Source: an optimization exercise on an open RTL-to-GDS flow (aim: small area). Production flows keep margins and buffers that such runs may drop. In this exercise RTL edits were held to simulation tests only and were not proved equivalent to the original.

## flow/design.v (module list and top-level ports; edited modules follow where they fit)
// module sl_fa: 7 lines
// module sl_ha: 7 lines
// module sl_cge: 6 lines
// module sl_ao222n: 6 lines
// module seelevel: 3380 lines
module seelevel (
    input  wire        clk,
    input  wire        rst,
    input  wire        rx,
    output wire        tx,
    output wire        irq,
    input  wire        bus_en,
    input  wire        bus_we,
    input  wire [11:0] bus_addr,
    input  wire [31:0] bus_wdata,
    output wire [31:0] bus_rdata
);
  // ...
==> flow/flow/run.sh <==
#!/bin/bash
# Own layout flow: the standard ORFS flow (standard.sh, unchanged
# synthesis, floorplan, placement, routing and finishing) with two changes:
#  - clock tree synthesis with fixed sink clusters (30 sinks, 80 um) and no
#    dummy loads;
#  - minimum-size buffers on the input and output ports.
# The make output goes to standard.log; ORFS keeps each tool's log under
# orfs/logs/.
set -euo pipefail
export CTS_ARGS="-sink_clustering_enable -repair_clock_nets -dont_use_dummy_load -sink_clustering_size 30 -sink_clustering_max_diameter 80"
export BUFFER_PORTS_ARGS="-buffer_cell sky130_fd_sc_hd__buf_1"
bash standard.sh > standard.log 2>&1
==> flow/standard.sh <==
#!/bin/bash
# synth_recipe.tcl (not shown) runs the flow's synth.tcl, then flattens the netlist and writes it again
# the make line also repeats each setting of config.mk as NAME=value (left out here)
make -C /OpenROAD-flow-scripts/flow DESIGN_CONFIG=/design/flow/config.mk WORK_HOME=/design/flow/orfs CLKGATE_MAP_FILE= SYNTH_SCRIPT=/design/flow/synth_recipe.tcl "${@:-finish}"
==> flow/config.mk <==
export PLATFORM = sky130hd
export DESIGN_NAME = seelevel
export DESIGN_NICKNAME = seelevel
export VERILOG_FILES = /design/flow/design.v
export SDC_FILE = /design/flow/constraint.sdc
export NUM_CORES = 4
export LEC_CHECK = 0
export CAP_MARGIN = 30
export CORE_MARGIN = 2
export CORE_UTILIZATION = 68
export PLACE_DENSITY = 0.78
export SLEW_MARGIN = 30
export SYNTH_HIERARCHICAL = 1
==> flow/constraint.sdc <==
create_clock -name core_clock -period 50.0 [get_ports {clk}]
set_input_delay 10.0000 -clock core_clock [delete_from_list [all_inputs] [get_ports {clk}]]
set_output_delay 10.0000 -clock core_clock [all_outputs]
set_load 0.01 [all_outputs]
==> results by group, run 1 <==
GRT
  – Met2 usage: 70.1%
  – Vias in the first global route: 61500
  – Grt ovf: 0

Run
  – Max-cap violation count: 0

Yosys
  – Post-synthesis adder-cell area fraction: 5.43%
  – Compound-Gate Fraction of Synth Area: 14.2%
  – Synth top cells by count: 1910 x edfxtp_1, 1046 x a222oi_1, 496 x nor2_1, 357 x inv_1, 316 x dfxtp_1
  – Synth top area share: 63.4%

Placed design
  – GPL Wtd Cong: 1.07
  – Detailed placement HPWL: 222000 um
  – Pre-CTS WS: 25160 ps
  – Area post-placement: 0.0966 sq mm

Run status
  – Status: timing/DRC/antenna clean

Floorplan
  – Core area: 0.132 sq mm
  – Total die area: 0.136 sq mm

Final layout
  – Antenna fix cells: 15
  – Area-dominant class: flip-flops and latches
  – P&R area growth vs syn: 9.57%
  – Inverter count: 357
  – Largest register by flop count: dur_q

STA
  – # setup viols final: 0
  – Clock skew: 158 ps
  – Peak Freq: 39.6 MHz

Setup path
  – Critical Path AT: 15250 ps
  – Worst Setup Start Kind: input pin
  – Max Fanout on Critical Path: 18
  – CP delay by family, top: simple AND/OR/NAND/NOR gates

Drt
  – Met2 WL: 141000 um
  – WL met3: 57000 um
  – Routed length per placed instance: 41.2 um

Clock tree
  – Maximum root-to-sink buffer count: 3
  – # hold bufs at CTS: 0

Min path
  – Hold_sp: sync1$_SDFF_PP1_
==> run 2: changes to the inputs <==
--- a/flow/config.mk
+++ b/flow/config.mk
@@ -5,9 +5,9 @@
 export SDC_FILE = /design/flow/constraint.sdc
 export NUM_CORES = 4
 export LEC_CHECK = 0
-export CAP_MARGIN = 30
+export CAP_MARGIN = 25
 export CORE_MARGIN = 2
 export CORE_UTILIZATION = 68
 export PLACE_DENSITY = 0.78
-export SLEW_MARGIN = 30
+export SLEW_MARGIN = 25
 export SYNTH_HIERARCHICAL = 1
==> results by group, run 2 <==
Placed design
  – # port buffers: 65 (unchanged)
  – Pre-CTS WS: 25090 ps (was 25160 ps)
  – GPL Wtd Cong: 1.07 (unchanged)
  – Detailed placement HPWL: 222000 um (about the same)

Yosys
  – Most common cell in the netlist: edfxtp_1 (unchanged)
  – Synth Net Count: 6120 (unchanged)
  – Unique masters post-synth: 84 (unchanged)
  – Synth Warn #: 8 (unchanged)
  – Synth top area share: 63.4% (unchanged)
  – #FFs+latches synth: 2226 (unchanged)
  – Gate Count Post-Synth: 5794 (unchanged)
  – EDFF count, synth: 1910 (unchanged)
  – Cell area after synthesis: 0.0905 sq mm (unchanged)
  – Async SR Flop Fraction: 0% (unchanged)
  – Post-synthesis sequential area ratio: 70.4% (unchanged)
  – Ys flop type: edfxtp_1 (unchanged)
  – Synth top cells by count: 1910 x edfxtp_1, 1046 x a222oi_1, 496 x nor2_1, 357 x inv_1, 316 x dfxtp_1 (unchanged)
  – Post-synth top area cell: edfxtp_1 (unchanged)
  – Syn_area_per_cell: 15.6 sq um (unchanged)
  – Top cells by area, synth: edfxtp_1 63%, a222oi_1 12%, dfxtp_1 7.0% (unchanged)

Clock tree
  – Post-CTS Setup Bufs: 0 (unchanged)
  – Post-CTS sizing: 0 (unchanged)
  – CTS tree: built (unchanged)
  – Clock transition at path regs: 110 ps (about the same)
  – Clk sink count: 2226 (unchanged)
  – Root Buffer: clkbuf_16 (unchanged)
  – # hold bufs at CTS: 0 (unchanged)
  – Maximum root-to-sink buffer count: 3 (unchanged)
  – Num CTS Buffers: 95 (was 93)
  – Skew-Pair Late Insertion Delay: 790 ps (was 800 ps)
  – Htree depth: 3 (unchanged)

STA
  – Peak Freq: 38.7 MHz (was 39.6 MHz)
  – Clock skew: 136 ps (was 158 ps)
  – Unrepaired setup endpoints after global routing: no (unchanged)
  – # setup viols final: 0 (unchanged)
  – Hold Fails Final Rpt: 0 (unchanged)
  – Setup tns final: 0 ps (unchanged)
  – Max Transition Viols Final: 0 (unchanged)
  – Actual slew at the worst max-slew pin: 1250 ps (was 1210 ps)
  – Final hold slack: 447 ps (was 443 ps)
  – Rel. slew slack: 15.7% (was 18.7%)
  – Final Cycle Share: 51.6% (was 50.5%)
  – Final period demand of the worst path: 25820 ps (was 25250 ps)
  – Worst setup slack after layout: 24180 ps (was 24750 ps)

Floorplan
  – Initial core utilization: 68.6% (unchanged)
  – Num ports: 83 (unchanged)
  – Total die area: 0.136 sq mm (unchanged)
  – Die Span X: 369 um (unchanged)
  – Vert. Die Dim: 369 um (unchanged)
  – Site Rows: 133 (unchanged)
  – Core area: 0.132 sq mm (unchanged)

Setup path
  – Worst Setup Start Kind: input pin (unchanged)
  – CP max-delay cell: nand4_1 (was nor4_2)
  – Critical R2R Launch: cop[0]$_SDFFCE_PN1P_ (was cop[1]$_SDFFCE_PN0P_)
  – Required time worst endpoint: 40000 ps (about the same)
  – FF-to-FF setup slack: 30630 ps (was 30680 ps)
  – Register-to-Register Path Depth: 47 (was 46)
  – Critical Path AT: 15820 ps (was 15250 ps)
  – CP endpoint kind: output port (unchanged)
  – Max Fanout on Critical Path: 18 (unchanged)
  – Reg2reg end: lv_m[14]$_DFFE_PP_ (unchanged)
  – Max incr delay on CP: 1170 ps (was 1000 ps)
  – Cells along the critical path: buf_1 -> nor2_1 -> nand2_1 -> nor2_1 -> buf_4 -> a222oi_1 -> nand4_1 -> nor4_1 -> nand4_1 -> buf_1 (was buf_1 -> nor4_2 -> nand4_1 -> buf_4 -> nor2_1 -> a222oi_1 -> nand4_1 -> nor4_2 -> nand4_1 -> buf_1)
  – Crit Path Category: input pin to output port (unchanged)

Min path
  – Type of the most critical hold path: flip-flop to flip-flop (unchanged)
  – Min-Delay Endpoint: sync2$_SDFF_PP1_ (unchanged)
  – Hold Path Depth: 1 (unchanged)
  – Hold_sp: sync1$_SDFF_PP1_ (unchanged)

Drt
  – DRT iter0 DRCs: 18900 (was 18300)
  – Initial DRT Pass Iterations: 17 (was 14)
  – DR DRC count: 0 (unchanged)
  – Vias/cell: 8.12 (was 8.16)
  – Antenna viol nets, final: 0 (unchanged)
  – Routed length per placed instance: 41.2 um (about the same)
  – Post-Route WL: 332000 um (about the same)
  – Max Used Layer: met5 (unchanged)
  – WL met3: 57100 um (was 57000 um)
  – Met2 WL: 142000 um (was 141000 um)
  – Met1 WL: 104000 um (about the same)
  – DR vias: 65500 (was 65800)

GRT
  – Vias in the first global route: 60900 (was 61500)
  – Initial antenna violation count: 35 (was 33)
  – GR Util All Layers: 48.6% (about the same)
  – Grt ovf: 0 (unchanged)
  – Largest net degree at the start of global routing: 98 (unchanged)
  – First-pass GRT wire length: 461000 um (was 462000 um)

Final layout
  – Final #Nets: 6621 (was 6623)
  – Largest registers: dur_q (1536), cal_ref (128) (unchanged)
  – Largest register by flop count: dur_q (unchanged)
  – Leading cell type in the layout, fill and taps excluded: edfxtp_1 (unchanged)
  – Share of layout cells above drive strength 1: 12.7% (was 12.9%)
  – P&R area growth vs syn: 9.49% (was 9.57%)
  – Post-Route Utilization: 75.2% (about the same)
  – Max FFs per register: 1536 (unchanged)
  – Most frequent cells in the layout: 1910 x edfxtp_1, 1046 x a222oi_1, 441 x nor2_1 (unchanged)

Run
  – Max-cap violation count: 0 (unchanged)

Run status
  – Status: timing/DRC/antenna clean (unchanged)
==> run 2: cell count changes in the layout (fill, tap and decap cells not counted), sizes merged <==
| cell | before | now |
|---|---|---|
| buf | 531 | 526 |
| clkbuf | 96 | 99 |
| diode | 15 | 18 |
==> run 2: how the worst max path moves through the flow <==
stage	from	slack, ps	cells after the start	end
after floorplan	bus_addr[9]	27220	9	bus_rdata[10]
after global placement	bus_addr[7]	24980	10	bus_rdata[6]
after detailed placement	bus_addr[7]	25090	10	bus_rdata[6]
after CTS	bus_addr[9]	25050	10	bus_rdata[12]
after global routing	bus_addr[7]	24670	10	bus_rdata[4]
final	bus_addr[7]	24180	10	bus_rdata[4]
==> run 2: per-layer routing <==
layer / vias to the layer above / track usage, %
met5: - / 0.783
met4: 20 / 31.2
met3: 1259 / 15.8
met2: 7045 / 70.8
met1: 31500 / 63.3
li1: 25600 / -
==> run 2: through the flow <==
| stage | cells | cell area [sq um] |
|---|---|---|
| global placement | 7927 | 96300 |
| finish | 8066 | 99100 |
| CTS | 8040 | 98800 |
| global route | 8051 | 99000 |
| detailed placement | 7945 | 96400 |
| floorplan | 5794 | 90500 |
==> run 2: cells by family (layout without fill, tap and decap cells) <==
kind of cell	count (synthesis)	after routing	share of synthesized area (%)
AO/OA/AOI/OAI	1378	1378	14.2
XOR/XNOR	27	27	0.261
buffers and inverters	483	982	2.02
AND/OR/NAND/NOR	1347	1347	7.45
adder cells (fa/ha/maj)	306	306	5.43
flip-flops	2226	2226	70.4
multiplexers	27	27	0.302
other	0	18	0
==> run 2: worst max-delay path: cells and delay by family <==
kind	cells	cell delay [ps]
compound gates	1	1070
buf+inv	3	1070
simple gates	6	3650
==> run 2: cell type report <==
cell class	instances	area [sq um]
tap	1755	2200
inverter	357	1340
sequential	2226	63700
antenna	18	45.0
timing repair buffer	530	3720
clock buffer	95	2380
fill	7723	32700
multi-input combinational	3085	25700
==> run 2: per-module statistics from Yosys (local to each module, per instance) <==
module     cells inside  copies in the design
sl_ha                 1                   110
seelevel           4432                     1
sl_fa                 1                   148
sl_ao222n             1                  1046
sl_cge                2                    29
==> run 3: changes to the inputs <==
==> flow/flow/run.sh (replaced) <==
#!/bin/bash
# Own layout flow: the standard ORFS flow (standard.sh, unchanged
# synthesis, floorplan, placement, routing and finishing) with two changes:
#  - clock tree synthesis with fixed sink clusters (18 sinks, 60 um) of
#    clkbuf_8 buffers and no
#    dummy loads;
#  - minimum-size buffers on the input and output ports.
# The make output goes to standard.log; ORFS keeps each tool's log under
# orfs/logs/.
set -euo pipefail
export CTS_ARGS="-sink_clustering_enable -repair_clock_nets -dont_use_dummy_load -sink_clustering_size 18 -sink_clustering_max_diameter 60 -buf_list sky130_fd_sc_hd__clkbuf_8"
export BUFFER_PORTS_ARGS="-buffer_cell sky130_fd_sc_hd__buf_1"
bash standard.sh > standard.log 2>&1
--- a/flow/config.mk
+++ b/flow/config.mk
@@ -5,9 +5,9 @@
 export SDC_FILE = /design/flow/constraint.sdc
 export NUM_CORES = 4
 export LEC_CHECK = 0
-export CAP_MARGIN = 25
+export CAP_MARGIN = 30
 export CORE_MARGIN = 2
 export CORE_UTILIZATION = 68
 export PLACE_DENSITY = 0.78
-export SLEW_MARGIN = 25
+export SLEW_MARGIN = 30
 export SYNTH_HIERARCHICAL = 1
==> results by group, run 3 <==
Floorplan
  – Die Span X: 369 um (unchanged)
  – Vert. Die Dim: 369 um (unchanged)
  – Num ports: 83 (unchanged)
  – Initial core utilization: 68.6% (unchanged)
  – Site Rows: 133 (unchanged)
  – Core area: 0.132 sq mm (unchanged)
  – Total die area: 0.136 sq mm (unchanged)

Clock tree
  – Maximum root-to-sink buffer count: 3 (unchanged)
  – Htree depth: 4 (was 3)
  – CTS tree: built (unchanged)
  – # hold bufs at CTS: 0 (unchanged)
  – Clk sink count: 2226 (unchanged)
  – Post-CTS sizing: 0 (unchanged)
  – Clock transition at path regs: 110 ps (about the same)
  – Post-CTS Setup Bufs: 0 (unchanged)
  – Root Buffer: clkbuf_8 (was clkbuf_16)
  – Skew-Pair Late Insertion Delay: 1000 ps (was 790 ps)
  – Num CTS Buffers: 158 (was 95)

STA
  – Unrepaired setup endpoints after global routing: no (unchanged)
  – Final period demand of the worst path: 25240 ps (was 25820 ps)
  – Clock skew: 153 ps (was 136 ps)
  – Final Cycle Share: 50.5% (was 51.6%)
  – Worst setup slack after layout: 24760 ps (was 24180 ps)
  – Rel. slew slack: 15.6% (was 15.7%)
  – # setup viols final: 0 (unchanged)
  – Max Transition Viols Final: 0 (unchanged)
  – Hold Fails Final Rpt: 0 (unchanged)
  – Actual slew at the worst max-slew pin: 1270 ps (was 1250 ps)
  – Setup tns final: 0 ps (unchanged)
  – Peak Freq: 39.6 MHz (was 38.7 MHz)

Setup path
  – Buffers and inverters on the worst path: 4 (was 3)
  – CP max-delay cell: nor4_1 (was nand4_1)
  – Required time worst endpoint: 40000 ps (about the same)
  – CP delay by family, top: simple AND/OR/NAND/NOR gates (unchanged)
  – Cells along the critical path: buf_1 -> nor2_1 -> nand2_1 -> nor2_1 -> buf_4 -> a222oi_1 -> buf_2 -> nand4_1 -> nor4_1 -> nand4_1 -> buf_1 (was buf_1 -> nor2_1 -> nand2_1 -> nor2_1 -> buf_4 -> a222oi_1 -> nand4_1 -> nor4_1 -> nand4_1 -> buf_1)
  – CP endpoint kind: output port (unchanged)
  – Max Fanout on Critical Path: 18 (unchanged)
  – Critical Path AT: 15240 ps (was 15820 ps)
  – Max incr delay on CP: 890 ps (was 1170 ps)
  – Crit Path Category: input pin to output port (unchanged)
  – Worst Setup Start Kind: input pin (unchanged)

Yosys
  – Post-Synth XOR/XNOR Area: 0.261% (unchanged)
  – Largest family of logic cells by synthesized area: compound AO/OA/AOI/OAI gates (unchanged)
  – #FFs+latches synth: 2226 (unchanged)
  – Syn_area_per_cell: 15.6 sq um (unchanged)
  – Compound-Gate Fraction of Synth Area: 14.2% (unchanged)
  – EDFF count, synth: 1910 (unchanged)
  – Synth top cells by count: 1910 x edfxtp_1, 1046 x a222oi_1, 496 x nor2_1, 357 x inv_1, 316 x dfxtp_1 (unchanged)
  – Post-synthesis sequential area ratio: 70.4% (unchanged)
  – Ys flop type: edfxtp_1 (unchanged)
  – Unique masters post-synth: 84 (unchanged)
  – Post-synthesis adder-cell area fraction: 5.43% (unchanged)
  – Async SR Flop Fraction: 0% (unchanged)
  – Synth Warn #: 8 (unchanged)
  – Mux share of post-synthesis cell area: 0.302% (unchanged)
  – Synth Net Count: 6120 (unchanged)
  – Most common cell in the netlist: edfxtp_1 (unchanged)
  – Synth top area share: 63.4% (unchanged)
  – Top cells by area, synth: edfxtp_1 63%, a222oi_1 12%, dfxtp_1 7.0% (unchanged)
  – Cell area after synthesis: 0.0905 sq mm (unchanged)
  – Post-synth top area cell: edfxtp_1 (unchanged)
  – Post-synthesis simple-gate area fraction: 7.45% (unchanged)
  – Gate Count Post-Synth: 5794 (unchanged)

Placed design
  – # port buffers: 65 (unchanged)
  – Detailed placement HPWL: 222000 um (about the same)
  – Pre-CTS WS: 25160 ps (was 25090 ps)
  – GPL Wtd Cong: 1.07 (unchanged)

Drt
  – DRT iter0 DRCs: 18700 (was 18900)
  – Initial DRT Pass Iterations: 15 (was 17)
  – Post-Route WL: 330000 um (was 332000 um)
  – Vias/cell: 8.05 (was 8.12)
  – Routed length per placed instance: 40.6 um (was 41.2 um)
  – DR vias: 65500 (about the same)
  – DR DRC count: 0 (unchanged)
  – Antenna viol nets, final: 0 (unchanged)

Final layout
  – Largest registers: dur_q (1536), cal_ref (128) (unchanged)
  – Max FFs per register: 1536 (unchanged)
  – Largest register by flop count: dur_q (unchanged)
  – Share of layout cells above drive strength 1: 13.8% (was 12.7%)
  – Final #Nets: 6690 (was 6621)
  – Most frequent cells in the layout: 1910 x edfxtp_1, 1046 x a222oi_1, 441 x nor2_1 (unchanged)
  – Layout filler cell count: 7837 (was 7723)
  – P&R area growth vs syn: 9.42% (was 9.49%)
  – Leading cell type in the layout, fill and taps excluded: edfxtp_1 (unchanged)

GRT
  – First-pass GRT wire length: 457000 um (was 461000 um)
  – Grt ovf: 0 (unchanged)
  – Largest net degree at the start of global routing: 98 (unchanged)
  – Initial antenna violation count: 38 (was 35)
  – Vias in the first global route: 61100 (was 60900)
  – GR Util All Layers: 48.2% (was 48.6%)

Min path
  – Type of the most critical hold path: flip-flop to flip-flop (unchanged)

Run
  – Max-cap violation count: 0 (unchanged)

Run status
  – Status: timing/DRC/antenna clean (unchanged)
-- run 3: cell types whose count changed in the layout (fill, tap and decap cells not counted), sizes merged --
cell	previous run	this run
clkbuf	99	160
buf	526	534
diode	18	19
-- run 3: path summary, 6_finish.rpt --
| check | startpoint | to | slack, ps | cells after the start |
|---|---|---|---|---|
| min reg2reg | dbit[4]$_DFFE_PP_ | frame_n[3]$_DFF_P_ | 420 | 1 |
| max | bus_addr[7] | bus_rdata[6] | 24760 | 11 |
| max reg2reg | cop[1]$_SDFFCE_PN0P_ | lv_den[6]$_SDFFCE_PP0P_ | 30760 | 46 |
| min | dbit[4]$_DFFE_PP_ | frame_n[3]$_DFF_P_ | 420 | 1 |
-- run 3: cells by family after synthesis --
family	Yosys count
buffers and inverters	483
AND/OR/NAND/NOR	1347
multiplexers	27
AO/OA/AOI/OAI	1378
XOR/XNOR	27
flip-flops	2226
adder cells (fa/ha/maj)	306
-- run 3: cell type report --
class | instances | area [sq um] | share of cell area, %
sequential | 2226 | 63700 | 64.3
multi-input combinational | 3085 | 25800 | 26.1
timing repair buffer | 536 | 3760 | 3.79
tap | 1755 | 2200 | 2.22
clock buffer | 158 | 2170 | 2.20
inverter | 357 | 1340 | 1.35
antenna | 19 | 47.5 | 0.0480
-- run 3: modules after synthesis, one instance, submodules excluded --
| module | cell area (sq um) | flip-flops and latches | cells |
|---|---|---|---|
| seelevel | 75200 | 2226 | 4432 |
| sl_ao222n | 10.0 | 0 | 1 |
| sl_cge | 15.0 | 0 | 2 |
| sl_fa | 20.0 | 0 | 1 |
| sl_ha | 12.5 | 0 | 1 |
-- run 3: routing by layer --
layer / wire length [um] / track usage (%) / up-vias
li1: - / - / 25700
met1: 103000 / 61.8 / 31500
met2: 141000 / 70.0 / 6854
met3: 57500 / 17.7 / 1309
met4: 28800 / 30.7 / 26
met5: 283 / 0.819 / -
-- run 3: worst reg2reg max path, delay by kind of cell (launching register included) --
family	cells	cell delay (ps)
adder cells (fa/ha/maj)	30	13320
AND/OR/NAND/NOR	10	2960
buffers and inverters	4	1580
AO/OA/AOI/OAI	2	600
flip-flops	1	430
-- run 3: through the flow --
step | instance area [sq um] | std cells | hold slack [ps] | utilization, %
after floorplan | 90500 | 5794 | 383 | -
after global placement | 96300 | 7927 | 404 | 73.0
after detailed placement | 96600 | 7951 | 423 | 73.3
after CTS | 98800 | 8109 | 410 | 74.9
after global routing | 98900 | 8119 | 419 | 75.1
final | 99000 | 8136 | 420 | 75.1

-- afterwards: timing with drivers on the ports --
Ports are ideal in the flow. The routed layouts listed here were re-timed in OpenROAD. Step 1 sets driving cells, clkbuf_16 on the clock port and buf_2 on the other inputs (assumed; they add their load-dependent delay and slew). Step 2 also shifts input and output timing later by t, the mid clock arrival at the registers, as if the neighbouring blocks saw the same clock. Three values: no drivers, after step 1, after step 2; two values: the first two.
run | t, ns | setup WS [ns] | worst setup path after step 2 | slew at the worst register clock pin (ns) | pins driven straight from the clock port
run 1 | 0.808 | 24.752 / 24.723 / 24.723 | input to output | 0.12 / 0.12 | 1
run 2 | 0.819 | 24.183 / 24.153 / 24.153 | input to output | 0.12 / 0.12 | 1
run 3 | 1.002 | 24.755 / 24.729 / 24.729 | input to output | 0.11 / 0.11 | 1
After both steps setup and hold are still met in every run listed. The setup slack of run 2, which loses most, moves by -0.030 ns with the drivers and by -0.030 ns with both steps.
